Context: an optimization exercise on an open-source flow, tuned for small area, a short achievable clock period and few clock cycles. The choices shown serve that exercise and are no tape-out recipe. In this exercise RTL edits were held to simulation tests only and were not proved equivalent to the original. Power figures rest on the tool's default switching activity, not on a simulated workload.

File: flow/constraint.sdc
create_clock -name core_clock -period 12.0 [get_ports {clk}]
set_input_delay 2.4000 -clock core_clock [delete_from_list [all_inputs] [get_ports {clk}]]
set_output_delay 2.4000 -clock core_clock [all_outputs]
set_load 0.01 [all_outputs]
File: flow/config.mk
export PLATFORM = sky130hd
export DESIGN_NAME = sbse
export DESIGN_NICKNAME = sbse
export VERILOG_FILES = /design/flow/design.v
export SDC_FILE = /design/flow/constraint.sdc
export NUM_CORES = 4
export LEC_CHECK = 0
export CAP_MARGIN = 20
export CORE_MARGIN = 2
export CORE_UTILIZATION = 40
export PLACE_DENSITY = 0.6
export SLEW_MARGIN = 20
File: flow/flow/run.sh
#!/bin/bash
# The standard layout (standard.sh), with the input and output port
# buffers chosen as sky130_fd_sc_hd__buf_4 instead of the resizer's default.
# The full make output goes to standard.log; ORFS keeps its per-step logs
# under orfs/logs.
set -euo pipefail
export BUFFER_PORTS_ARGS="-buffer_cell sky130_fd_sc_hd__buf_4"
bash standard.sh > standard.log 2>&1
File: flow/standard.sh
#!/bin/bash
# synth_recipe.tcl (not shown) runs the flow's synth.tcl, then flattens the netlist and writes it again
# the make line also repeats each setting of config.mk as NAME=value (left out here)
make -C /OpenROAD-flow-scripts/flow DESIGN_CONFIG=/design/flow/config.mk WORK_HOME=/design/flow/orfs CLKGATE_MAP_FILE= SYNTH_SCRIPT=/design/flow/synth_recipe.tcl "${@:-finish}"
File: flow/design.v
module sbse (
    input  wire        clk,
    input  wire        rst,
    input  wire        go,
    input  wire [19:0] start,
    input  wire [19:0] stop,
    output wire        ready,
    output wire        done,
    output reg         err,
    output reg  [19:0] count,
    output reg  [39:0] sum
);
    localparam STOP_MAX = 20'hFFFF9;     
    localparam NPRIME   = 8'd170;        
    localparam ND       = 16;       
    localparam S_IDLE   = 0,
               S_CHECK  = 1,
               S_CHECK2 = 2,
               S_SETUP  = 3,
               S_RANGE  = 4,
               S_RANGE2 = 5,
               S_RANGE3 = 6,
               S_SEG    = 7,
               S_SIEVE  = 8,
               S_READ   = 9,
               S_FLUSH  = 10,
               S_FIN0   = 11,
               S_MUL    = 12,
               S_LAST   = 13,
               S_RANGE4 = 14,
               S_LAST2  = 15,
               S_RANGE0 = 16,
               S_RANGE5 = 17;
    reg [17:0] state;              
    reg        done_q, ready_q;
    reg [1:0]  l2;
    reg        acc;                
    assign done  = done_q;
    assign ready = ready_q;
    reg [19:0] r_start, r_stop;    
    reg [1:0]  rs, re;             
    reg [9:0]  root;               
    reg [12:0] srem;
    reg [4:0]  step;
    reg [1:0]  n23;                
    reg [2:0]  s23;                
    reg        bad;
    reg [18:0] j0;                 
    reg        rlb, emp, jinc, hinc;
    wire [8:0]  rlen_mid = {1'b0, rlen[13:7], 1'b1} + {1'b0, ~j0[13:7], !rlb};    
    wire [6:0]  rlen_top = {rlen[19:14], 1'b1} + {~{1'b0, j0[18:14]}, !rlb};
    reg [19:0] rlen;               
    reg [8:0]  seg_len;            
    reg        seg_last;
    reg [4:0]  nw;                 
    reg [3:0]  ridx;
    reg        rd_on;              
    reg [8:0]  rd_len;             
    reg [4:0]  rd_nw;
    reg [255:0] sb;                
    integer k, s;
    reg [7:0] rom_a;
    reg [9:0] rom_q;
    always @(*) begin
        case (rom_a)
            8'd0: rom_q = 10'd5;
            8'd1: rom_q = 10'd7;
            8'd2: rom_q = 10'd11;
            8'd3: rom_q = 10'd13;
            8'd4: rom_q = 10'd17;
            8'd5: rom_q = 10'd19;
            8'd6: rom_q = 10'd23;
            8'd7: rom_q = 10'd29;
            8'd8: rom_q = 10'd31;
            8'd9: rom_q = 10'd37;
            8'd10: rom_q = 10'd41;
            8'd11: rom_q = 10'd43;
            8'd12: rom_q = 10'd47;
            8'd13: rom_q = 10'd53;
            8'd14: rom_q = 10'd59;
            8'd15: rom_q = 10'd61;
            8'd16: rom_q = 10'd67;
            8'd17: rom_q = 10'd71;
            8'd18: rom_q = 10'd73;
            8'd19: rom_q = 10'd79;
            8'd20: rom_q = 10'd83;
            8'd21: rom_q = 10'd89;
            8'd22: rom_q = 10'd97;
            8'd23: rom_q = 10'd101;
            8'd24: rom_q = 10'd103;
            8'd25: rom_q = 10'd107;
            8'd26: rom_q = 10'd109;
            8'd27: rom_q = 10'd113;
            8'd28: rom_q = 10'd127;
            8'd29: rom_q = 10'd131;
            8'd30: rom_q = 10'd137;
            8'd31: rom_q = 10'd139;
            8'd32: rom_q = 10'd149;
            8'd33: rom_q = 10'd151;
            8'd34: rom_q = 10'd157;
            8'd35: rom_q = 10'd163;
            8'd36: rom_q = 10'd167;
            8'd37: rom_q = 10'd173;
            8'd38: rom_q = 10'd179;
            8'd39: rom_q = 10'd181;
            8'd40: rom_q = 10'd191;
            8'd41: rom_q = 10'd193;
            8'd42: rom_q = 10'd197;
            8'd43: rom_q = 10'd199;
            8'd44: rom_q = 10'd211;
            8'd45: rom_q = 10'd223;
            8'd46: rom_q = 10'd227;
            8'd47: rom_q = 10'd229;
            8'd48: rom_q = 10'd233;
            8'd49: rom_q = 10'd239;
            8'd50: rom_q = 10'd241;
            8'd51: rom_q = 10'd251;
            8'd52: rom_q = 10'd257;
            8'd53: rom_q = 10'd263;
            8'd54: rom_q = 10'd269;
            8'd55: rom_q = 10'd271;
            8'd56: rom_q = 10'd277;
            8'd57: rom_q = 10'd281;
            8'd58: rom_q = 10'd283;
            8'd59: rom_q = 10'd293;
            8'd60: rom_q = 10'd307;
            8'd61: rom_q = 10'd311;
            8'd62: rom_q = 10'd313;
            8'd63: rom_q = 10'd317;
            8'd64: rom_q = 10'd331;
            8'd65: rom_q = 10'd337;
            8'd66: rom_q = 10'd347;
            8'd67: rom_q = 10'd349;
            8'd68: rom_q = 10'd353;
            8'd69: rom_q = 10'd359;
            8'd70: rom_q = 10'd367;
            8'd71: rom_q = 10'd373;
            8'd72: rom_q = 10'd379;
            8'd73: rom_q = 10'd383;
            8'd74: rom_q = 10'd389;
            8'd75: rom_q = 10'd397;
            8'd76: rom_q = 10'd401;
            8'd77: rom_q = 10'd409;
            8'd78: rom_q = 10'd419;
            8'd79: rom_q = 10'd421;
            8'd80: rom_q = 10'd431;
            8'd81: rom_q = 10'd433;
            8'd82: rom_q = 10'd439;
            8'd83: rom_q = 10'd443;
            8'd84: rom_q = 10'd449;
            8'd85: rom_q = 10'd457;
            8'd86: rom_q = 10'd461;
            8'd87: rom_q = 10'd463;
            8'd88: rom_q = 10'd467;
            8'd89: rom_q = 10'd479;
            8'd90: rom_q = 10'd487;
            8'd91: rom_q = 10'd491;
            8'd92: rom_q = 10'd499;
            8'd93: rom_q = 10'd503;
            8'd94: rom_q = 10'd509;
            8'd95: rom_q = 10'd521;
            8'd96: rom_q = 10'd523;
            8'd97: rom_q = 10'd541;
            8'd98: rom_q = 10'd547;
            8'd99: rom_q = 10'd557;
            8'd100: rom_q = 10'd563;
            8'd101: rom_q = 10'd569;
            8'd102: rom_q = 10'd571;
            8'd103: rom_q = 10'd577;
            8'd104: rom_q = 10'd587;
            8'd105: rom_q = 10'd593;
            8'd106: rom_q = 10'd599;
            8'd107: rom_q = 10'd601;
            8'd108: rom_q = 10'd607;
            8'd109: rom_q = 10'd613;
            8'd110: rom_q = 10'd617;
            8'd111: rom_q = 10'd619;
            8'd112: rom_q = 10'd631;
            8'd113: rom_q = 10'd641;
            8'd114: rom_q = 10'd643;
            8'd115: rom_q = 10'd647;
            8'd116: rom_q = 10'd653;
            8'd117: rom_q = 10'd659;
            8'd118: rom_q = 10'd661;
            8'd119: rom_q = 10'd673;
            8'd120: rom_q = 10'd677;
            8'd121: rom_q = 10'd683;
            8'd122: rom_q = 10'd691;
            8'd123: rom_q = 10'd701;
            8'd124: rom_q = 10'd709;
            8'd125: rom_q = 10'd719;
            8'd126: rom_q = 10'd727;
            8'd127: rom_q = 10'd733;
            8'd128: rom_q = 10'd739;
            8'd129: rom_q = 10'd743;
            8'd130: rom_q = 10'd751;
            8'd131: rom_q = 10'd757;
            8'd132: rom_q = 10'd761;
            8'd133: rom_q = 10'd769;
            8'd134: rom_q = 10'd773;
            8'd135: rom_q = 10'd787;
            8'd136: rom_q = 10'd797;
            8'd137: rom_q = 10'd809;
            8'd138: rom_q = 10'd811;
            8'd139: rom_q = 10'd821;
            8'd140: rom_q = 10'd823;
            8'd141: rom_q = 10'd827;
            8'd142: rom_q = 10'd829;
            8'd143: rom_q = 10'd839;
            8'd144: rom_q = 10'd853;
            8'd145: rom_q = 10'd857;
            8'd146: rom_q = 10'd859;
            8'd147: rom_q = 10'd863;
            8'd148: rom_q = 10'd877;
            8'd149: rom_q = 10'd881;
            8'd150: rom_q = 10'd883;
            8'd151: rom_q = 10'd887;
            8'd152: rom_q = 10'd907;
            8'd153: rom_q = 10'd911;
            8'd154: rom_q = 10'd919;
            8'd155: rom_q = 10'd929;
            8'd156: rom_q = 10'd937;
            8'd157: rom_q = 10'd941;
            8'd158: rom_q = 10'd947;
            8'd159: rom_q = 10'd953;
            8'd160: rom_q = 10'd967;
            8'd161: rom_q = 10'd971;
            8'd162: rom_q = 10'd977;
            8'd163: rom_q = 10'd983;
            8'd164: rom_q = 10'd991;
            8'd165: rom_q = 10'd997;
            8'd166: rom_q = 10'd1009;
            8'd167: rom_q = 10'd1013;
            8'd168: rom_q = 10'd1019;
            8'd169: rom_q = 10'd1021;
        default: rom_q = 10'd1023;
        endcase
    end
    function [3:0] div3_step;      
        input [1:0] r;
        input [1:0] d;
        reg [3:0] v;
        begin
            v = {r, d};
            if (v >= 4'd9)      div3_step = {2'd3, v[1:0] - 2'd1};
            else if (v >= 4'd6) div3_step = {2'd2, v[1:0] - 2'd2};
            else if (v >= 4'd3) div3_step = {2'd1, v[1:0] - 2'd3};
            else                div3_step = {2'd0, v[1:0]};
        end
    endfunction
    function [8:0] div3_10;        
        input [9:0] p;
        reg [3:0] d;
        reg [1:0] r;
        reg [9:0] q;
        integer i;
        begin
            r = 2'd0;
            for (i = 4; i >= 0; i = i - 1) begin
                d = div3_step(r, p[2*i +: 2]);
                q[2*i +: 2] = d[3:2];
                r = d[1:0];
            end
            div3_10 = q[8:0];
        end
    endfunction
    wire [3:0]  ds_s  = div3_step(rs, r_start[19:18]);
    wire [3:0]  ds_e  = div3_step(re, r_stop[19:18]);
    wire [12:0] sq_r  = {srem[10:0], r_stop[19:18]};
    wire [12:0] sq_t  = {1'b0, root, 2'b01};
    wire [12:0] sq_d  = sq_r - sq_t;
    reg        issuing;
    reg [7:0]  pi, pi1;
    reg        pend;               
    reg        gapr;
    reg [13:0] bx;
    reg [11:0] bt;
    wire cut     = dp0 > root;
    wire dp0_big = (dp0[9:5] != 5'd0);
    wire gap_now = dv[0] ? (dp0_big && ({dp0, 2'b00} < {3'd0, seg_len})) : gapr;
    wire iss_ok  = issuing && !gap_now && !cut && !pend;
    always @(*) rom_a = pi;
    reg [ND:0] dv;
    reg [9:0]  dp0, dp1, dp2, dp3, dp4, dp5, dp6, dp7, dp8, dp9, dp10, dp11, dp12, dp13, dp14, dp15, dp16;
    wire [1:0] dr0 = j0[18:17];
    reg [2:0]  dr1;
    reg [3:0]  dr2;
    reg [4:0]  dr3;
    reg [5:0]  dr4;
    reg [6:0]  dr5;
    reg [7:0]  dr6;
    reg [8:0]  dr7;
    reg [9:0]  dr8;
    reg [9:0]  dr9;
    reg [9:0]  dr10;
    reg [9:0]  dr11;
    reg [9:0]  dr12;
    reg [9:0]  dr13;
    reg [9:0]  dr14;
    reg [9:0]  dr15;
    reg [9:0]  dr16;
    wire [9:0] dpA = dp14, dpL = dp16;
    wire [9:0] drL = dr16;
    reg [8:0]  da15, da16;         
    reg [10:0] db16;               
    wire [2:0] dv1 = {dr0, j0[16]};
    wire [3:0] dd1 = {1'b0, dv1} - {1'b0, dp0[2:0]};
    wire       ds1 = (dp0[9:3] == 7'd0) && !dd1[3];
    wire [3:0] dv2 = {dr1, j0[15]};
    wire [4:0] dd2 = {1'b0, dv2} - {1'b0, dp1[3:0]};
    wire       ds2 = (dp1[9:4] == 6'd0) && !dd2[4];
    wire [4:0] dv3 = {dr2, j0[14]};
    wire [5:0] dd3 = {1'b0, dv3} - {1'b0, dp2[4:0]};
    wire       ds3 = (dp2[9:5] == 5'd0) && !dd3[5];
    wire [5:0] dv4 = {dr3, j0[13]};
    wire [6:0] dd4 = {1'b0, dv4} - {1'b0, dp3[5:0]};
    wire       ds4 = (dp3[9:6] == 4'd0) && !dd4[6];
    wire [6:0] dv5 = {dr4, j0[12]};
    wire [7:0] dd5 = {1'b0, dv5} - {1'b0, dp4[6:0]};
    wire       ds5 = (dp4[9:7] == 3'd0) && !dd5[7];
    wire [7:0] dv6 = {dr5, j0[11]};
    wire [8:0] dd6 = {1'b0, dv6} - {1'b0, dp5[7:0]};
    wire       ds6 = (dp5[9:8] == 2'd0) && !dd6[8];
    wire [8:0] dv7 = {dr6, j0[10]};
    wire [9:0] dd7 = {1'b0, dv7} - {1'b0, dp6[8:0]};
    wire       ds7 = (dp6[9:9] == 1'd0) && !dd7[9];
    wire [9:0] dv8 = {dr7, j0[9]};
    wire [10:0] dd8 = {1'b0, dv8} - {1'b0, dp7[9:0]};
    wire       ds8 = !dd8[10];
    wire [10:0] dv9 = {dr8, j0[8]};
    wire [11:0] dd9 = {1'b0, dv9} - {2'b00, dp8};
    wire [10:0] dv10 = {dr9, j0[7]};
    wire [11:0] dd10 = {1'b0, dv10} - {2'b00, dp9};
    wire [10:0] dv11 = {dr10, j0[6]};
    wire [11:0] dd11 = {1'b0, dv11} - {2'b00, dp10};
    wire [10:0] dv12 = {dr11, j0[5]};
    wire [11:0] dd12 = {1'b0, dv12} - {2'b00, dp11};
    wire [10:0] dv13 = {dr12, j0[4]};
    wire [11:0] dd13 = {1'b0, dv13} - {2'b00, dp12};
    wire [10:0] dv14 = {dr13, j0[3]};
    wire [11:0] dd14 = {1'b0, dv14} - {2'b00, dp13};
    wire [10:0] dv15 = {dr14, j0[2]};
    wire [11:0] dd15 = {1'b0, dv15} - {2'b00, dp14};
    wire [10:0] dv16 = {dr15, j0[1]};
    wire [11:0] dd16 = {1'b0, dv16} - {2'b00, dp15};
    reg        f1v, f1skip;
    reg [11:0] f1A, f1B;
    reg [10:0] f1t;
    wire [10:0] fR    = {drL, j0[0]};                
    wire        skipA = (j0[18:9] == 10'd0) && (j0[8:0] <= da16);
    reg        f2v;
    reg [12:0] f2A, f2B, f2A2, f2B2;
    reg [11:0] f2t2;
    wire [12:0] f1At  = {f1A[11], f1A} + {2'b0, f1t};
    wire [12:0] f1Bt  = {f1B[11], f1B} + {2'b0, f1t};
    wire [12:0] f1At2 = {f1A[11], f1A} + {1'b0, f1t, 1'b0};
    wire [12:0] f1Bt2 = {f1B[11], f1B} + {1'b0, f1t, 1'b0};
    wire        f1cA  = f1A[11] || f1skip;
    reg [12:0] mA, mB, mA2, mB2;
    reg [11:0] mt2;
    reg [13:0] mlm;                
    reg [13:0] f2lm;
    reg         inA, inB, inA2, inB2;      
    wire [12:0] mA_x  = f2v ? f2A  : (mA  + {1'b0, mt2});
    wire [12:0] mB_x  = f2v ? f2B  : (mB  + {1'b0, mt2});
    wire [12:0] mA2_x = f2v ? f2A2 : (mA2 + {1'b0, mt2});
    wire [12:0] mB2_x = f2v ? f2B2 : (mB2 + {1'b0, mt2});
    wire        mlm_ok = !mlm[13];
    wire        inA_x  = (!state[S_SEG]) && (f2v ? (f2A  < {4'd0, seg_len}) : (inA && mlm_ok && (mA  < mlm[12:0])));
    wire        inB_x  = (!state[S_SEG]) && (f2v ? (f2B  < {4'd0, seg_len}) : (inB && mlm_ok && (mB  < mlm[12:0])));
    wire        inA2_x = (!state[S_SEG]) && (f2v ? (f2A2 < {4'd0, seg_len}) : (inA && mlm_ok && (mA2 < mlm[12:0])));
    wire        inB2_x = (!state[S_SEG]) && (f2v ? (f2B2 < {4'd0, seg_len}) : (inB && mlm_ok && (mB2 < mlm[12:0])));
    reg [15:0] rowA, colA, rowB, colB, rowA2, colA2, rowB2, colB2;
    always @(*) begin
        for (k = 0; k < 16; k = k + 1) begin
            rowA[k]  = inA  && (mA[7:4]  == k);
            colA[k]  = (mA[3:0]  == k);
            rowB[k]  = inB  && (mB[7:4]  == k);
            colB[k]  = (mB[3:0]  == k);
            rowA2[k] = inA2 && (mA2[7:4] == k);
            colA2[k] = (mA2[3:0] == k);
            rowB2[k] = inB2 && (mB2[7:4] == k);
            colB2[k] = (mB2[3:0] == k);
        end
    end
    wire pipe_now   = !issuing && (dv == {(ND+1){1'b0}}) && !f1v && !f2v && !inA && !inB && !rd_on;
    reg  pipe_empty;               
    reg        rv1, rv2, rv3, rv4, rv5;
    reg [4:0]  r2c;
    reg [7:0]  r2ci;
    reg [3:0]  r2par;
    reg [6:0]  rc3;
    reg        mbit, in_mul;
    reg [15:0] rm;
    reg [3:0]  q_ev, q_od, q_b1, q_b2, q_b3;
    reg [4:0]  rc;
    reg [9:0]  re_w;
    reg [22:0] k48;                
    reg [39:0] rx;                 
    reg        sc1, sc2, sc3;      
    reg        ccy;                
    wire [15:0] rword = sb[{ridx, 4'd0} +: 16];
    reg  [15:0] rmask;
    always @(*) begin
        for (k = 0; k < 16; k = k + 1)
            rmask[k] = (rd_len[8:4] != 5'd0) || (k < rd_len[3:0]);
    end
    function [3:0] pc8;
        input [7:0] x;
        begin
            pc8 = {3'd0, x[0]} + {3'd0, x[1]} + {3'd0, x[2]} + {3'd0, x[3]}
                + {3'd0, x[4]} + {3'd0, x[5]} + {3'd0, x[6]} + {3'd0, x[7]};
        end
    endfunction
    wire [4:0] c_w   = {1'b0, q_ev} + {1'b0, q_od};
    wire [7:0] ci_w  = {4'd0, q_od} + {3'd0, q_b1, 1'b0} + {2'd0, q_b2, 2'b0} + {1'd0, q_b3, 3'b0};
    wire [9:0] e_w   = {1'b0, r2ci, 1'b0} + {2'b0, r2ci} + {5'd0, r2c} + {6'd0, r2par};
    wire [10:0] sum_p0  = {1'b0, sum[9:0]} + {1'b0, rx[9:0]};
    wire [11:0] sum_p1  = {1'b0, sum[19:10], 1'b1} + {1'b0, rx[19:10], sc1};
    wire [11:0] sum_p2  = {1'b0, sum[29:20], 1'b1} + {1'b0, rx[29:20], sc2};
    wire [10:0] sum_p3  = {sum[39:30], 1'b1} + {rx[39:30], sc3};
    reg         lastf;
    reg [4:0]   mhi;                
    reg [4:0]   msb_c;
    always @(*) begin
        msb_c = 5'd0;
        for (k = 0; k < 17; k = k + 1)
            if (count[k]) msb_c = k;
    end
    wire        mul_end = (step == 5'd17) || (step > mhi);
    wire [4:0]  cnt_op  = lastf ? {3'd0, n23} : (rv4 ? rc : 5'd0);
    wire [6:0]  cnt_lo  = {1'b0, count[5:0]} + {2'b00, cnt_op[4:0]};
    wire [18:0] last_w = j0 + {10'd0, rd_nw - 5'd1, 4'd0};
    reg [15:0] pat;                
    reg        pat_en, first_seg;   
    reg [9:0]  exm;                
    reg [8:0]  cap;                
    reg [3:0]  ph5, ph5_x;
    wire [3:0] ph5_n = (ph5 >= 4'd4) ? ph5 - 4'd4 : ph5 + 4'd6;    
    reg [3:0]  ph7, ph7_x;
    wire [3:0] ph7_n = (ph7 >= 4'd12) ? ph7 - 4'd12 : ph7 + 4'd2;    
    reg [4:0]  ph11, ph11_x;
    wire [4:0] ph11_n = (ph11 >= 5'd6) ? ph11 - 5'd6 : ph11 + 5'd16;    
    reg [4:0]  ph13, ph13_x;
    wire [4:0] ph13_n = (ph13 >= 5'd10) ? ph13 - 5'd10 : ph13 + 5'd16;    
    reg [5:0]  ph17, ph17_x;
    wire [5:0] ph17_n = (ph17 >= 6'd18) ? ph17 - 6'd18 : ph17 + 6'd16;    
    reg [5:0]  ph19, ph19_x;
    wire [5:0] ph19_n = (ph19 >= 6'd22) ? ph19 - 6'd22 : ph19 + 6'd16;    
    reg [5:0]  ph23, ph23_x;
    wire [5:0] ph23_n = (ph23 >= 6'd30) ? ph23 - 6'd30 : ph23 + 6'd16;    
    reg [5:0]  ph29, ph29_x;
    wire [5:0] ph29_n = (ph29 >= 6'd42) ? ph29 - 6'd42 : ph29 + 6'd16;    
    reg [5:0]  ph31, ph31_x;
    wire [5:0] ph31_n = (ph31 >= 6'd46) ? ph31 - 6'd46 : ph31 + 6'd16;    
    always @(*) begin
        pat[0] = !(pat_en && ridx == 4'd0 && exm[0]) && ((cap[0] && (ph5 == 1 || ph5 == 8)) ||
                  (cap[1] && (ph7 == 2 || ph7 == 11)) ||
                  (cap[2] && (ph11 == 3 || ph11 == 18)) ||
                  (cap[3] && (ph13 == 4 || ph13 == 21)) ||
                  (cap[4] && (ph17 == 5 || ph17 == 28)) ||
                  (cap[5] && (ph19 == 6 || ph19 == 31)) ||
                  (cap[6] && (ph23 == 7 || ph23 == 38)) ||
                  (cap[7] && (ph29 == 9 || ph29 == 48)) ||
                  (cap[8] && (ph31 == 10 || ph31 == 51)));
        pat[1] = !(pat_en && ridx == 4'd0 && exm[1]) && ((cap[0] && (ph5 == 0 || ph5 == 7)) ||
                  (cap[1] && (ph7 == 1 || ph7 == 10)) ||
                  (cap[2] && (ph11 == 2 || ph11 == 17)) ||
                  (cap[3] && (ph13 == 3 || ph13 == 20)) ||
                  (cap[4] && (ph17 == 4 || ph17 == 27)) ||
                  (cap[5] && (ph19 == 5 || ph19 == 30)) ||
                  (cap[6] && (ph23 == 6 || ph23 == 37)) ||
                  (cap[7] && (ph29 == 8 || ph29 == 47)) ||
                  (cap[8] && (ph31 == 9 || ph31 == 50)));
        pat[2] = !(pat_en && ridx == 4'd0 && exm[2]) && ((cap[0] && (ph5 == 9 || ph5 == 6)) ||
                  (cap[1] && (ph7 == 0 || ph7 == 9)) ||
                  (cap[2] && (ph11 == 1 || ph11 == 16)) ||
                  (cap[3] && (ph13 == 2 || ph13 == 19)) ||
                  (cap[4] && (ph17 == 3 || ph17 == 26)) ||
                  (cap[5] && (ph19 == 4 || ph19 == 29)) ||
                  (cap[6] && (ph23 == 5 || ph23 == 36)) ||
                  (cap[7] && (ph29 == 7 || ph29 == 46)) ||
                  (cap[8] && (ph31 == 8 || ph31 == 49)));
        pat[3] = !(pat_en && ridx == 4'd0 && exm[3]) && ((cap[0] && (ph5 == 8 || ph5 == 5)) ||
                  (cap[1] && (ph7 == 13 || ph7 == 8)) ||
                  (cap[2] && (ph11 == 0 || ph11 == 15)) ||
                  (cap[3] && (ph13 == 1 || ph13 == 18)) ||
                  (cap[4] && (ph17 == 2 || ph17 == 25)) ||
                  (cap[5] && (ph19 == 3 || ph19 == 28)) ||
                  (cap[6] && (ph23 == 4 || ph23 == 35)) ||
                  (cap[7] && (ph29 == 6 || ph29 == 45)) ||
                  (cap[8] && (ph31 == 7 || ph31 == 48)));
        pat[4] = !(pat_en && ridx == 4'd0 && exm[4]) && ((cap[0] && (ph5 == 7 || ph5 == 4)) ||
                  (cap[1] && (ph7 == 12 || ph7 == 7)) ||
                  (cap[2] && (ph11 == 21 || ph11 == 14)) ||
                  (cap[3] && (ph13 == 0 || ph13 == 17)) ||
                  (cap[4] && (ph17 == 1 || ph17 == 24)) ||
                  (cap[5] && (ph19 == 2 || ph19 == 27)) ||
                  (cap[6] && (ph23 == 3 || ph23 == 34)) ||
                  (cap[7] && (ph29 == 5 || ph29 == 44)) ||
                  (cap[8] && (ph31 == 6 || ph31 == 47)));
        pat[5] = !(pat_en && ridx == 4'd0 && exm[5]) && ((cap[0] && (ph5 == 6 || ph5 == 3)) ||
                  (cap[1] && (ph7 == 11 || ph7 == 6)) ||
                  (cap[2] && (ph11 == 20 || ph11 == 13)) ||
                  (cap[3] && (ph13 == 25 || ph13 == 16)) ||
                  (cap[4] && (ph17 == 0 || ph17 == 23)) ||
                  (cap[5] && (ph19 == 1 || ph19 == 26)) ||
                  (cap[6] && (ph23 == 2 || ph23 == 33)) ||
                  (cap[7] && (ph29 == 4 || ph29 == 43)) ||
                  (cap[8] && (ph31 == 5 || ph31 == 46)));
        pat[6] = !(pat_en && ridx == 4'd0 && exm[6]) && ((cap[0] && (ph5 == 5 || ph5 == 2)) ||
                  (cap[1] && (ph7 == 10 || ph7 == 5)) ||
                  (cap[2] && (ph11 == 19 || ph11 == 12)) ||
                  (cap[3] && (ph13 == 24 || ph13 == 15)) ||
                  (cap[4] && (ph17 == 33 || ph17 == 22)) ||
                  (cap[5] && (ph19 == 0 || ph19 == 25)) ||
                  (cap[6] && (ph23 == 1 || ph23 == 32)) ||
                  (cap[7] && (ph29 == 3 || ph29 == 42)) ||
                  (cap[8] && (ph31 == 4 || ph31 == 45)));
        pat[7] = !(pat_en && ridx == 4'd0 && exm[7]) && ((cap[0] && (ph5 == 4 || ph5 == 1)) ||
                  (cap[1] && (ph7 == 9 || ph7 == 4)) ||
                  (cap[2] && (ph11 == 18 || ph11 == 11)) ||
                  (cap[3] && (ph13 == 23 || ph13 == 14)) ||
                  (cap[4] && (ph17 == 32 || ph17 == 21)) ||
                  (cap[5] && (ph19 == 37 || ph19 == 24)) ||
                  (cap[6] && (ph23 == 0 || ph23 == 31)) ||
                  (cap[7] && (ph29 == 2 || ph29 == 41)) ||
                  (cap[8] && (ph31 == 3 || ph31 == 44)));
        pat[8] = !(pat_en && ridx == 4'd0 && exm[8]) && ((cap[0] && (ph5 == 3 || ph5 == 0)) ||
                  (cap[1] && (ph7 == 8 || ph7 == 3)) ||
                  (cap[2] && (ph11 == 17 || ph11 == 10)) ||
                  (cap[3] && (ph13 == 22 || ph13 == 13)) ||
                  (cap[4] && (ph17 == 31 || ph17 == 20)) ||
                  (cap[5] && (ph19 == 36 || ph19 == 23)) ||
                  (cap[6] && (ph23 == 45 || ph23 == 30)) ||
                  (cap[7] && (ph29 == 1 || ph29 == 40)) ||
                  (cap[8] && (ph31 == 2 || ph31 == 43)));
        pat[9] = !(pat_en && ridx == 4'd0 && exm[9]) && ((cap[0] && (ph5 == 2 || ph5 == 9)) ||
                  (cap[1] && (ph7 == 7 || ph7 == 2)) ||
                  (cap[2] && (ph11 == 16 || ph11 == 9)) ||
                  (cap[3] && (ph13 == 21 || ph13 == 12)) ||
                  (cap[4] && (ph17 == 30 || ph17 == 19)) ||
                  (cap[5] && (ph19 == 35 || ph19 == 22)) ||
                  (cap[6] && (ph23 == 44 || ph23 == 29)) ||
                  (cap[7] && (ph29 == 0 || ph29 == 39)) ||
                  (cap[8] && (ph31 == 1 || ph31 == 42)));
        pat[10] = ((cap[0] && (ph5 == 1 || ph5 == 8)) ||
                  (cap[1] && (ph7 == 6 || ph7 == 1)) ||
                  (cap[2] && (ph11 == 15 || ph11 == 8)) ||
                  (cap[3] && (ph13 == 20 || ph13 == 11)) ||
                  (cap[4] && (ph17 == 29 || ph17 == 18)) ||
                  (cap[5] && (ph19 == 34 || ph19 == 21)) ||
                  (cap[6] && (ph23 == 43 || ph23 == 28)) ||
                  (cap[7] && (ph29 == 57 || ph29 == 38)) ||
                  (cap[8] && (ph31 == 0 || ph31 == 41)));
        pat[11] = ((cap[0] && (ph5 == 0 || ph5 == 7)) ||
                  (cap[1] && (ph7 == 5 || ph7 == 0)) ||
                  (cap[2] && (ph11 == 14 || ph11 == 7)) ||
                  (cap[3] && (ph13 == 19 || ph13 == 10)) ||
                  (cap[4] && (ph17 == 28 || ph17 == 17)) ||
                  (cap[5] && (ph19 == 33 || ph19 == 20)) ||
                  (cap[6] && (ph23 == 42 || ph23 == 27)) ||
                  (cap[7] && (ph29 == 56 || ph29 == 37)) ||
                  (cap[8] && (ph31 == 61 || ph31 == 40)));
        pat[12] = ((cap[0] && (ph5 == 9 || ph5 == 6)) ||
                  (cap[1] && (ph7 == 4 || ph7 == 13)) ||
                  (cap[2] && (ph11 == 13 || ph11 == 6)) ||
                  (cap[3] && (ph13 == 18 || ph13 == 9)) ||
                  (cap[4] && (ph17 == 27 || ph17 == 16)) ||
                  (cap[5] && (ph19 == 32 || ph19 == 19)) ||
                  (cap[6] && (ph23 == 41 || ph23 == 26)) ||
                  (cap[7] && (ph29 == 55 || ph29 == 36)) ||
                  (cap[8] && (ph31 == 60 || ph31 == 39)));
        pat[13] = ((cap[0] && (ph5 == 8 || ph5 == 5)) ||
                  (cap[1] && (ph7 == 3 || ph7 == 12)) ||
                  (cap[2] && (ph11 == 12 || ph11 == 5)) ||
                  (cap[3] && (ph13 == 17 || ph13 == 8)) ||
                  (cap[4] && (ph17 == 26 || ph17 == 15)) ||
                  (cap[5] && (ph19 == 31 || ph19 == 18)) ||
                  (cap[6] && (ph23 == 40 || ph23 == 25)) ||
                  (cap[7] && (ph29 == 54 || ph29 == 35)) ||
                  (cap[8] && (ph31 == 59 || ph31 == 38)));
        pat[14] = ((cap[0] && (ph5 == 7 || ph5 == 4)) ||
                  (cap[1] && (ph7 == 2 || ph7 == 11)) ||
                  (cap[2] && (ph11 == 11 || ph11 == 4)) ||
                  (cap[3] && (ph13 == 16 || ph13 == 7)) ||
                  (cap[4] && (ph17 == 25 || ph17 == 14)) ||
                  (cap[5] && (ph19 == 30 || ph19 == 17)) ||
                  (cap[6] && (ph23 == 39 || ph23 == 24)) ||
                  (cap[7] && (ph29 == 53 || ph29 == 34)) ||
                  (cap[8] && (ph31 == 58 || ph31 == 37)));
        pat[15] = ((cap[0] && (ph5 == 6 || ph5 == 3)) ||
                  (cap[1] && (ph7 == 1 || ph7 == 10)) ||
                  (cap[2] && (ph11 == 10 || ph11 == 3)) ||
                  (cap[3] && (ph13 == 15 || ph13 == 6)) ||
                  (cap[4] && (ph17 == 24 || ph17 == 13)) ||
                  (cap[5] && (ph19 == 29 || ph19 == 16)) ||
                  (cap[6] && (ph23 == 38 || ph23 == 23)) ||
                  (cap[7] && (ph29 == 52 || ph29 == 33)) ||
                  (cap[8] && (ph31 == 57 || ph31 == 36)));
        ph5_x = (dv[ND] && dpL == 10'd5) ? fR[3:0] : rd_on ? ph5_n : ph5;
        ph7_x = (dv[ND] && dpL == 10'd7) ? fR[3:0] : rd_on ? ph7_n : ph7;
        ph11_x = (dv[ND] && dpL == 10'd11) ? fR[4:0] : rd_on ? ph11_n : ph11;
        ph13_x = (dv[ND] && dpL == 10'd13) ? fR[4:0] : rd_on ? ph13_n : ph13;
        ph17_x = (dv[ND] && dpL == 10'd17) ? fR[5:0] : rd_on ? ph17_n : ph17;
        ph19_x = (dv[ND] && dpL == 10'd19) ? fR[5:0] : rd_on ? ph19_n : ph19;
        ph23_x = (dv[ND] && dpL == 10'd23) ? fR[5:0] : rd_on ? ph23_n : ph23;
        ph29_x = (dv[ND] && dpL == 10'd29) ? fR[5:0] : rd_on ? ph29_n : ph29;
        ph31_x = (dv[ND] && dpL == 10'd31) ? fR[5:0] : rd_on ? ph31_n : ph31;
    end
    wire set_all = (state[S_CHECK2]);
    reg [15:0] set_w;
    always @(*) begin
        for (k = 0; k < 16; k = k + 1)
            set_w[k] = set_all || (rd_on && ridx == k);
    end
    always @(posedge clk) begin
        for (s = 0; s < 256; s = s + 1)
            sb[s] <= (!set_w[s/16] & sb[s]) |
                     (rowA[s/16] & colA[s%16]) | (rowB[s/16] & colB[s%16]) |
                     (rowA2[s/16] & colA2[s%16]) | (rowB2[s/16] & colB2[s%16]);
        if (dv[0]) begin
            gapr <= dp0_big && ({dp0, 3'b000} < {4'd0, seg_len});
            bx   <= {1'b0, dp0, 3'b000} + {2'b00, dp0, 2'b00};
            bt   <= {dp0, 2'b00};
        end else begin
            gapr <= gapr && (bx < {5'd0, seg_len});
            bx   <= bx + {2'b00, bt};
        end
        if (state[S_SEG])
            gapr <= 1'b0;
        dp0 <= rom_q;
        dr1 <= ds1 ? dd1[2:0] : dv1;
        dp1 <= dp0;
        dr2 <= ds2 ? dd2[3:0] : dv2;
        dp2 <= dp1;
        dr3 <= ds3 ? dd3[4:0] : dv3;
        dp3 <= dp2;
        dr4 <= ds4 ? dd4[5:0] : dv4;
        dp4 <= dp3;
        dr5 <= ds5 ? dd5[6:0] : dv5;
        dp5 <= dp4;
        dr6 <= ds6 ? dd6[7:0] : dv6;
        dp6 <= dp5;
        dr7 <= ds7 ? dd7[8:0] : dv7;
        dp7 <= dp6;
        dr8 <= ds8 ? dd8[9:0] : dv8;
        dp8 <= dp7;
        dr9 <= dd9[11] ? dv9[9:0] : dd9[9:0];
        dp9 <= dp8;
        dr10 <= dd10[11] ? dv10[9:0] : dd10[9:0];
        dp10 <= dp9;
        dr11 <= dd11[11] ? dv11[9:0] : dd11[9:0];
        dp11 <= dp10;
        dr12 <= dd12[11] ? dv12[9:0] : dd12[9:0];
        dp12 <= dp11;
        dr13 <= dd13[11] ? dv13[9:0] : dd13[9:0];
        dp13 <= dp12;
        dr14 <= dd14[11] ? dv14[9:0] : dd14[9:0];
        dp14 <= dp13;
        dr15 <= dd15[11] ? dv15[9:0] : dd15[9:0];
        dp15 <= dp14;
        dr16 <= dd16[11] ? dv16[9:0] : dd16[9:0];
        dp16 <= dp15;
        da15 <= div3_10(dpA);
        da16 <= da15;
        db16 <= {da15, 2'b00} + {2'b00, da15} + 11'd1 + {9'd0, da15[0], 1'b0};
        if (state[S_RANGE3])
            cap <= 9'd0;
        else if (dv[ND])
            cap <= cap | {dpL == 10'd31, dpL == 10'd29, dpL == 10'd23, dpL == 10'd19, dpL == 10'd17, dpL == 10'd13, dpL == 10'd11, dpL == 10'd7, dpL == 10'd5};
        ph5 <= ph5_x;
        ph7 <= ph7_x;
        ph11 <= ph11_x;
        ph13 <= ph13_x;
        ph17 <= ph17_x;
        ph19 <= ph19_x;
        ph23 <= ph23_x;
        ph29 <= ph29_x;
        ph31 <= ph31_x;
        f1A    <= {3'd0, da16} - {1'b0, fR};
        f1B    <= {1'b0, db16} - {1'b0, fR};
        f1t    <= {dpL, 1'b0};
        f1skip <= skipA;
        f2A    <= f1cA    ? f1At  : {1'b0, f1A};
        f2A2   <= f1cA    ? f1At2 : f1At;
        f2B    <= f1B[11] ? f1Bt  : {1'b0, f1B};
        f2B2   <= f1B[11] ? f1Bt2 : f1Bt;
        f2t2   <= {f1t, 1'b0};
        f2lm   <= {5'd0, seg_len} - {2'b00, f1t, 1'b0};
        if (f2v) begin
            mt2 <= f2t2;
            mlm <= f2lm;
        end
        if (f2v || inA) begin
            mA  <= mA_x;
            mA2 <= mA2_x;
        end
        if (f2v || inB) begin
            mB  <= mB_x;
            mB2 <= mB2_x;
        end
        rm   <= ~(rword | pat) & rmask;
        q_ev <= pc8({rm[14], rm[12], rm[10], rm[8], rm[6], rm[4], rm[2], rm[0]});
        q_od <= pc8({rm[15], rm[13], rm[11], rm[9], rm[7], rm[5], rm[3], rm[1]});
        q_b1 <= pc8({rm[15:14], rm[11:10], rm[7:6], rm[3:2]});
        q_b2 <= pc8({rm[15:12], rm[7:4]});
        q_b3 <= pc8(rm[15:8]);
        r2c   <= c_w;
        r2ci  <= ci_w;
        r2par <= j0[0] ? q_ev : q_od;
        rc    <= r2c;
        rc3   <= {2'b00, r2c} + {1'b0, r2c, 1'b0};
        re_w  <= e_w;
    end
    always @(posedge clk) begin
        if (rst) begin
            state   <= 18'd1 << S_IDLE;
            acc     <= 1'b0;
            done_q  <= 1'b0;
            ready_q <= 1'b1;
            issuing <= 1'b0;
            dv      <= {(ND+1){1'b0}};
            f1v     <= 1'b0;
            f2v     <= 1'b0;
            rd_on   <= 1'b0;
            in_mul  <= 1'b0;
            rv1     <= 1'b0;
            rv2     <= 1'b0;
            rv3     <= 1'b0;
            rv4     <= 1'b0;
            rv5     <= 1'b0;
            inA     <= 1'b0;
            inB     <= 1'b0;
            inA2    <= 1'b0;
            inB2    <= 1'b0;
        end else begin
            dv  <= {dv[ND-1:0], iss_ok};
            f1v <= dv[ND] && (dpL[9:5] != 5'd0);
            f2v <= f1v;
            inA  <= inA_x;
            inB  <= inB_x;
            inA2 <= inA2_x;
            inB2 <= inB2_x;
            if (issuing && !gap_now && (cut || pend))
                issuing <= 1'b0;
            if (rd_on && {1'b0, ridx} == rd_nw - 5'd1)
                rd_on <= 1'b0;
            rv1 <= rd_on;
            rv2 <= rv1;
            rv3 <= rv2;
            rv4 <= rv3;
            rv5 <= rv4;
            case (1'b1)
            state[S_IDLE]: begin
                if (acc) begin
                    acc   <= 1'b0;
                    state <= 18'd1 << S_CHECK;
                end else if (go) begin
                    acc     <= 1'b1;
                    done_q  <= 1'b0;
                    ready_q <= 1'b0;
                end
            end
            state[S_CHECK]:  state <= 18'd1 << S_CHECK2;
            state[S_CHECK2]: begin
                if (bad) begin
                    state   <= 18'd1 << S_IDLE;
                    done_q  <= 1'b1;
                    ready_q <= 1'b1;
                end else
                    state <= 18'd1 << S_SETUP;
            end
            state[S_SETUP]:  if (step == 5'd9) state <= 18'd1 << S_RANGE0;
            state[S_RANGE0]: state <= 18'd1 << S_RANGE;
            state[S_RANGE]:  state <= 18'd1 << S_RANGE2;
            state[S_RANGE2]: state <= 18'd1 << S_RANGE4;
            state[S_RANGE4]: state <= 18'd1 << S_RANGE5;
            state[S_RANGE5]: state <= 18'd1 << S_RANGE3;
            state[S_RANGE3]: state <= emp ? (18'd1 << S_LAST) : (18'd1 << S_SEG);
            state[S_SEG]: begin
                issuing <= 1'b1;
                state   <= 18'd1 << S_SIEVE;
            end
            state[S_SIEVE]: begin
                if (pipe_empty) begin
                    rd_on <= 1'b1;
                    state <= seg_last ? (18'd1 << S_READ) : (18'd1 << S_SEG);
                end
            end
            state[S_READ]:  if (!rd_on) state <= 18'd1 << S_FLUSH;
            state[S_FLUSH]: if (!rv1 && !rv2 && !rv3 && !rv4 && !rv5) state <= 18'd1 << S_FIN0;
            state[S_FIN0]: begin
                in_mul <= 1'b1;
                state  <= 18'd1 << S_MUL;
            end
            state[S_MUL]: begin
                if (mul_end) begin
                    in_mul <= 1'b0;
                    state  <= 18'd1 << S_LAST;
                end
            end
            state[S_LAST]: begin
                l2    <= 2'd0;
                state <= 18'd1 << S_LAST2;
            end
            state[S_LAST2]: begin               
                l2 <= l2 + 2'd1;
                if (l2 == 2'd2) begin
                    state   <= 18'd1 << S_IDLE;
                    done_q  <= 1'b1;
                    ready_q <= 1'b1;
                end
            end
            default: state <= 18'd1 << S_IDLE;
            endcase
        end
    end
    always @(posedge clk) begin
        if (iss_ok) begin
            pi   <= pi1;
            pi1  <= pi1 + 8'd1;
            pend <= (pi1 == NPRIME);
        end
        if (rd_on) begin
            ridx   <= ridx + 4'd1;
            rd_len <= (rd_len[8:4] != 5'd0) ? rd_len - 9'd16 : 9'd0;
        end
        lastf <= ((state[S_MUL]) && mul_end) || (state[S_RANGE3] && emp);
        pipe_empty <= pipe_now && !state[S_SEG] && !(state[S_SIEVE] && pipe_empty);
        err   <= bad;
        count[5:0]   <= cnt_lo[5:0];
        ccy          <= cnt_lo[6];
        count[16:6]  <= count[16:6] + {10'd0, ccy};
        if (rv4)
            k48 <= k48 + {12'd0, rc3, 4'd0};
        if (in_mul)
            rx <= mbit ? {r_stop, r_start} : 40'd0;
        else if (rv4)
            rx <= {{16{1'b0}}, 14'd0, re_w} - {17'd0, k48};
        else
            rx <= 40'd0;
        sum <= {sum_p3[10:1], sum_p2[10:1], sum_p1[10:1], sum_p0[9:0]};
        sc1 <= sum_p0[10];
        sc2 <= sum_p1[11];
        sc3 <= sum_p2[11];
        case (1'b1)
        state[S_IDLE]: begin
            if (go && ready_q) begin
                r_start <= start;
                r_stop  <= stop;
            end
        end
        state[S_CHECK]: begin
            rs   <= 2'd0;
            re   <= 2'd0;
            root <= 10'd0;
            srem <= 13'd0;
            step <= 5'd0;
            k48  <= 23'd0;
            bad  <= (r_start == 20'd0) || (r_start > r_stop) || (r_stop > STOP_MAX);
            n23  <= ((r_start <= 20'd2 && r_stop >= 20'd2) ? 2'd1 : 2'd0)
                  + ((r_start <= 20'd3 && r_stop >= 20'd3) ? 2'd1 : 2'd0);
            s23  <= ((r_start <= 20'd2 && r_stop >= 20'd2) ? 3'd2 : 3'd0)
                  + ((r_start <= 20'd3 && r_stop >= 20'd3) ? 3'd3 : 3'd0);
        end
        state[S_CHECK2]: begin
            sum <= bad ? 40'd0 : {37'd0, s23};
            sc1 <= 1'b0;
            sc2 <= 1'b0;
            sc3 <= 1'b0;
            ccy <= 1'b0;
            count <= 20'd0;
        end
        state[S_SETUP]: begin
            rs <= ds_s[1:0];
            re <= ds_e[1:0];
            if (!sq_d[12]) begin
                srem <= sq_d;
                root <= {root[8:0], 1'b1};
            end else begin
                srem <= sq_r;
                root <= {root[8:0], 1'b0};
            end
            r_start <= {r_start[17:0], ds_s[3:2]};
            r_stop  <= {r_stop[17:0], ds_e[3:2]};
            step    <= step + 5'd1;
        end
        state[S_RANGE0]: begin
            jinc <= (r_start[18:0] == 19'd0) || (rs == 2'd2 && !r_start[0]);
            hinc <= !({1'b0, re} < 3'd1 + {2'b00, r_stop[0]});
        end
        state[S_RANGE]: begin
            j0   <= r_start[18:0] + {18'd0, jinc};
            rlen <= {1'b0, r_stop[18:0] + {18'd0, hinc}};
        end
        state[S_RANGE2]: begin
            {rlb, rlen[6:0]} <= {1'b0, rlen[6:0]} - {1'b0, j0[6:0]};
            emp <= (rlen[18:0] <= j0);                      
        end
        state[S_RANGE4]: begin
            rlen[13:7] <= rlen_mid[7:1];
            rlb        <= !rlen_mid[8];
        end
        state[S_RANGE5]: rlen[19:14] <= rlen_top[6:1];
        state[S_RANGE3]: begin
            ccy <= 1'b0;
            pi   <= 8'd0;
            pi1  <= 8'd1;
            pend <= 1'b0;
            first_seg <= 1'b1;
            exm[0] <= (j0 == 19'd1) || (j0 == 19'd2) || (j0 == 19'd3) || (j0 == 19'd4) || (j0 == 19'd5) || (j0 == 19'd6) || (j0 == 19'd7) || (j0 == 19'd9) || (j0 == 19'd10);
            exm[1] <= (j0 == 19'd1) || (j0 == 19'd2) || (j0 == 19'd3) || (j0 == 19'd4) || (j0 == 19'd5) || (j0 == 19'd6) || (j0 == 19'd8) || (j0 == 19'd9);
            exm[2] <= (j0 == 19'd1) || (j0 == 19'd2) || (j0 == 19'd3) || (j0 == 19'd4) || (j0 == 19'd5) || (j0 == 19'd7) || (j0 == 19'd8);
            exm[3] <= (j0 == 19'd1) || (j0 == 19'd2) || (j0 == 19'd3) || (j0 == 19'd4) || (j0 == 19'd6) || (j0 == 19'd7);
            exm[4] <= (j0 == 19'd1) || (j0 == 19'd2) || (j0 == 19'd3) || (j0 == 19'd5) || (j0 == 19'd6);
            exm[5] <= (j0 == 19'd1) || (j0 == 19'd2) || (j0 == 19'd4) || (j0 == 19'd5);
            exm[6] <= (j0 == 19'd1) || (j0 == 19'd3) || (j0 == 19'd4);
            exm[7] <= (j0 == 19'd2) || (j0 == 19'd3);
            exm[8] <= (j0 == 19'd1) || (j0 == 19'd2);
            exm[9] <= (j0 == 19'd1);
        end
        state[S_SEG]: begin
            seg_len  <= (rlen[19:8] != 12'd0) ? 9'd256 : rlen[8:0];
            seg_last <= (rlen[19:8] == 12'd0) || (rlen == 20'd256);
            nw       <= (rlen[19:8] != 12'd0) ? 5'd16 : ({1'b0, rlen[7:4]} + {4'd0, |rlen[3:0]});
        end
        state[S_SIEVE]: begin
            if (pipe_empty) begin
                pat_en    <= first_seg;
                first_seg <= 1'b0;
                ridx   <= 4'd0;
                rd_len <= seg_len;
                rd_nw  <= nw;
                if (!seg_last) begin
                    j0    <= j0 + 19'd256;
                    rlen  <= rlen - 20'd256;
                    pi    <= 8'd9;       
                    pi1   <= 8'd10;
                    pend  <= 1'b0;
                end
            end
        end
        state[S_FLUSH]: {r_stop, r_start} <= {21'd0, last_w};
        state[S_FIN0]: begin
            {r_stop, r_start} <= {19'd0, {2'b00, r_start[18:0]} + {1'b0, r_start[18:0], 1'b0}};
            step <= 5'd1;
            mbit <= count[0];
            mhi  <= msb_c;
        end
        state[S_MUL]: begin
            {r_stop, r_start} <= {r_stop[18:0], r_start, 1'b0};
            step <= step + 5'd1;
            mbit <= count[step];
        end
        default: ;
        endcase
    end
endmodule
==> key figures <==
Power and ir drop
  – Leakage Power: 34.2 nW
  – Peak VDD IR: 0.138 mV
  – Total Power: 14.4 mW
  – Pwr dens: 173 mW/mm^2

Run
  – Maxcap violations: 0

CTS
  – CTS buffer count: 147
  – Hold Buf Count CTS: 0
  – Clock buffer depth: 3
  – # clock sinks: 1,263
  – Clock insertion delay at the later pin of the skew report: 810 ps
  – Setup Fix Bufs, Post-CTS: 0
  – CTS tree: yes
  – Post-CTS sizing: 0
  – Clock transition at path regs: 60 ps
  – Root buffer cell: clkbuf_16
  – Number of H-tree levels: 4

Timing
  – Setup violations, final: 0
  – Setup tns final: 0 ps
  – Fin crit share: 33.1%
  – Tmin final: 3970 ps
  – Slew Limit Fails: 0
  – Max-slew headroom: 19.0%
  – Worst Skew: 52.2 ps
  – Highest clock rate: 252 MHz
  – Worst Max-Slew Pin Slew: 1210 ps
  – Final hold vios: 0
  – RSZ-0062 raised after global routing: no

Worst setup path
  – Crit-path max FO: 12
  – CP max stage delay: 590 ps
  – CP cell instances: inv_1 -> ha_1 -> o21a_1 -> nor3_1 -> o22ai_1 -> and4_4 -> nor4_2 -> mux2_2 -> mux2i_1 -> o221ai_1 -> or2_1
  – Reg2reg start: dp14[6]
  – Worst setup EP type: flip-flop
  – Worst path slowest cell: dfxtp_1
  – Critical Path RT: 12,650 ps
  – Crit path from: dp14[6]
  – Arr. time, crit path: 4620 ps
  – CP Class: reg2reg
  – Worst Setup Start Kind: flip-flop

Die
  – Core area: 0.185 mm^2
  – Full die area: 0.190 mm^2
  – Die Wd: 436 um
  – Initial core utilization: 40.3%
  – Row count: 158
  – Die Height: 436 um
  – Ports: 106

Status
  – Status: no timing/DRC/antenna violations

Placement
  – Placer Congestion: 0.968
  – IO buf count: 102
  – DPL Wire Length: 181,000 um

Global routing
  – Grt total ovfl: 0
  – Total track usage: 25.0%
  – Largest net degree at the start of global routing: 79
  – Vias in the first global route: 61,500
  – First-pass GRT wire length: 372,000 um
  – Initial antenna violation count: 8

Detailed routing
  – Wire per inst: 22.7 um
  – Via density: 5.85
  – DRT Pass-1 Iters: 6
  – Post-route ant nets: 0
  – Initial DRC Count: 5,753
  – DRT Wirelength: 245,000 um
  – Remaining DRCs: 0
  – Total number of vias: 63,200

Synthesis
  – Synth Instances: 8,254
  – Post-synthesis cell type count: 92
  – Main synth FF type: dfxtp_1
  – Yosys warns: 1
  – Post-synthesis register bit count: 1,263
  – Sequential-to-total area share from yosys stat: 37.7%
  – Post-synth EDFFs: 286
  – Post-synthesis area per instance: 9.05 um^2
  – Cell Area, Synth: 0.0747 mm^2
  – Asr flop ratio synth: 0%

Final layout
  – Commonest cells after routing, fill and taps aside: dfxtp_1, nand2_1, ha_1
  – Area Overhead vs Synth: 11.4%
  – Layout cell share with drive strength beyond 1: 9.46%
  – Nets: 8,978
  – Most common cell after layout, fill and taps aside: dfxtp_1

Hold path
  – Type of the tightest min-delay check: reg2reg
  – Hold Startpoint: f1A[0]
==> routing by layer <==
metal,up-vias,GRT usage (%),wire [um]
met3,641,4.17,18200
met5,-,0,48
met4,8,12.2,12900
met2,2621,40.4,112000
li1,29500,-,-
met1,30400,32.3,102000
==> per-stage QoR <==
| stage | util, % | worst slack (ps) | hold WS, ps | area [um^2] | instances |
|---|---|---|---|---|---|
| 3_3_place_gp | 42.1 | 8010 | 314 | 78100 | 10500 |
| 5_1_grt | 44.9 | 7710 | 342 | 83200 | 10800 |
| 4_1_cts | 44.9 | 8050 | 327 | 83200 | 10800 |
| 3_5_place_dp | 42.1 | 8040 | 314 | 78200 | 10500 |
| 2_1_floorplan | - | 7250 | 310 | 74700 | 8257 |
| 6_report | 44.9 | 8030 | 327 | 83200 | 10800 |
==> cells in the mapped netlist, types with 23 or more instances <==
| cell | count | area share (%) |
|---|---|---|
| a211oi_1 | 51 | 0.51 |
| clkbuf_1 | 382 | 1.9 |
| xnor2_1 | 327 | 3.8 |
| fa_1 | 76 | 2.0 |
| mux2i_1 | 53 | 0.71 |
| or3_1 | 26 | 0.22 |
| nor3_1 | 190 | 1.3 |
| a221oi_1 | 26 | 0.30 |
| ha_1 | 662 | 11 |
| nor2b_1 | 116 | 0.97 |
| xor2_1 | 114 | 1.3 |
| o22ai_1 | 141 | 1.2 |
| nand2b_1 | 95 | 0.80 |
| nand3_1 | 321 | 2.2 |
| nand2_1 | 712 | 3.6 |
| a31oi_1 | 44 | 0.37 |
| buf_1 | 39 | 0.20 |
| inv_1 | 590 | 3.0 |
| o21bai_1 | 85 | 0.85 |
| a21boi_0 | 44 | 0.44 |
| mux2_2 | 110 | 1.7 |
| a21oi_1 | 509 | 3.4 |
| o21ai_0 | 394 | 2.6 |
| mux4_2 | 86 | 2.6 |
| a21o_1 | 161 | 1.6 |
| a311oi_1 | 24 | 0.28 |
| a211o_1 | 68 | 0.80 |
| nand3b_1 | 23 | 0.23 |
| edfxtp_1 | 286 | 12 |
| and2_1 | 41 | 0.34 |
| o21a_1 | 36 | 0.36 |
| nand4_1 | 60 | 0.50 |
| dfxtp_1 | 977 | 26 |
| nor2_1 | 637 | 3.2 |
| o31ai_1 | 52 | 0.52 |
| nor4_1 | 42 | 0.35 |
| a221o_1 | 36 | 0.48 |
| a22oi_1 | 336 | 3.4 |
==> area by class of cell <==
type	count	area, um^2
timing repair buffer	216	1620
inverter	594	2230
antenna	3	7.51
fill	17900	102000
multi-input combinational	5975	43100
tap	2480	3100
clock buffer	217	4400
sequential	1263	28200
clock inverter	51	623
==> kinds of logic (layout without fill, tap and decap cells) <==
| logic type | Yosys count | count (layout) | synth area share, % |
|---|---|---|---|
| simple gates | 2386 | 2386 | 14.9 |
| compound gates | 2156 | 2156 | 19.0 |
| flops | 1263 | 1263 | 37.7 |
| buf+inv | 1019 | 1078 | 5.15 |
| fa+ha+maj | 738 | 738 | 13.1 |
| xor+xnor | 441 | 441 | 5.17 |
| mux | 249 | 249 | 4.96 |
| other cells | 2 | 8 | 0.0101 |
==> worst max-delay path, delay by kind of cell, from the launching register on <==
| kind | cells | cell delay (ps) |
|---|---|---|
| AOI/OAI and AO/OA | 3 | 580 |
| adders and majority gates | 1 | 290 |
| buffers and inverters | 1 | 270 |
| DFF | 1 | 590 |
| muxes | 2 | 590 |
| and+or+nand+nor | 4 | 1540 |
==> worst paths after layout <==
| check | end | depth (start not counted) | slack (ps) |
|---|---|---|---|
| worst max-delay path | da15[1] | 11 | 8030 |
| worst min-delay path | f2A2[0] | 0 | 330 |
| worst max register to register | da15[1] | 11 | 8030 |
| worst min register to register | f2A2[0] | 0 | 330 |
==> power breakdown <==
part / internal, mW / switching [mW] / total, mW
Sequential: 5.02 / 0.555 / 5.58
Combinational: 2.01 / 2.14 / 4.15
Clock: 2.79 / 1.91 / 4.70
Total: 9.82 / 4.61 / 14.4
==> state kept, by name (all words and copies together) (netlist names), 17 cells and up <==
| signal | flops |
|---|---|
| r_stop | 20 |
| k48 | 19 |
| rx | 40 |
| dv | 17 |
| rlen | 20 |
| r_start | 20 |
| state | 18 |
| count | 17 |
| j0 | 19 |
| sum | 40 |
| sb | 256 |
Testbench counts, summed over its fixed seeds: cycles 38,503.

[separate check: timing with driven ports]
Ports are ideal in the flow. The routed layout listed here was re-timed in OpenROAD.
Step 1 sets driving cells, clkbuf_16 on the clock port and buf_2 on the other inputs (assumed; they add their load-dependent delay and slew).
Step 2 times the ports against the registers' clock, not the clock port: input delays grow and output delays shrink by t, the midpoint of the rising clock arrivals with the driver on.
Slacks: ideal ports / drivers / drivers and shift; pairs: ideal ports / drivers.
t (ns): 0.875
slack for setup (ns): 8.030 / 8.016 / 7.903
clock arrival spread, ns: 0.054 / 0.053
After both steps this run still meets setup and hold. The setup slack of this run moves by -0.014 ns with the drivers and by -0.127 ns with both steps.
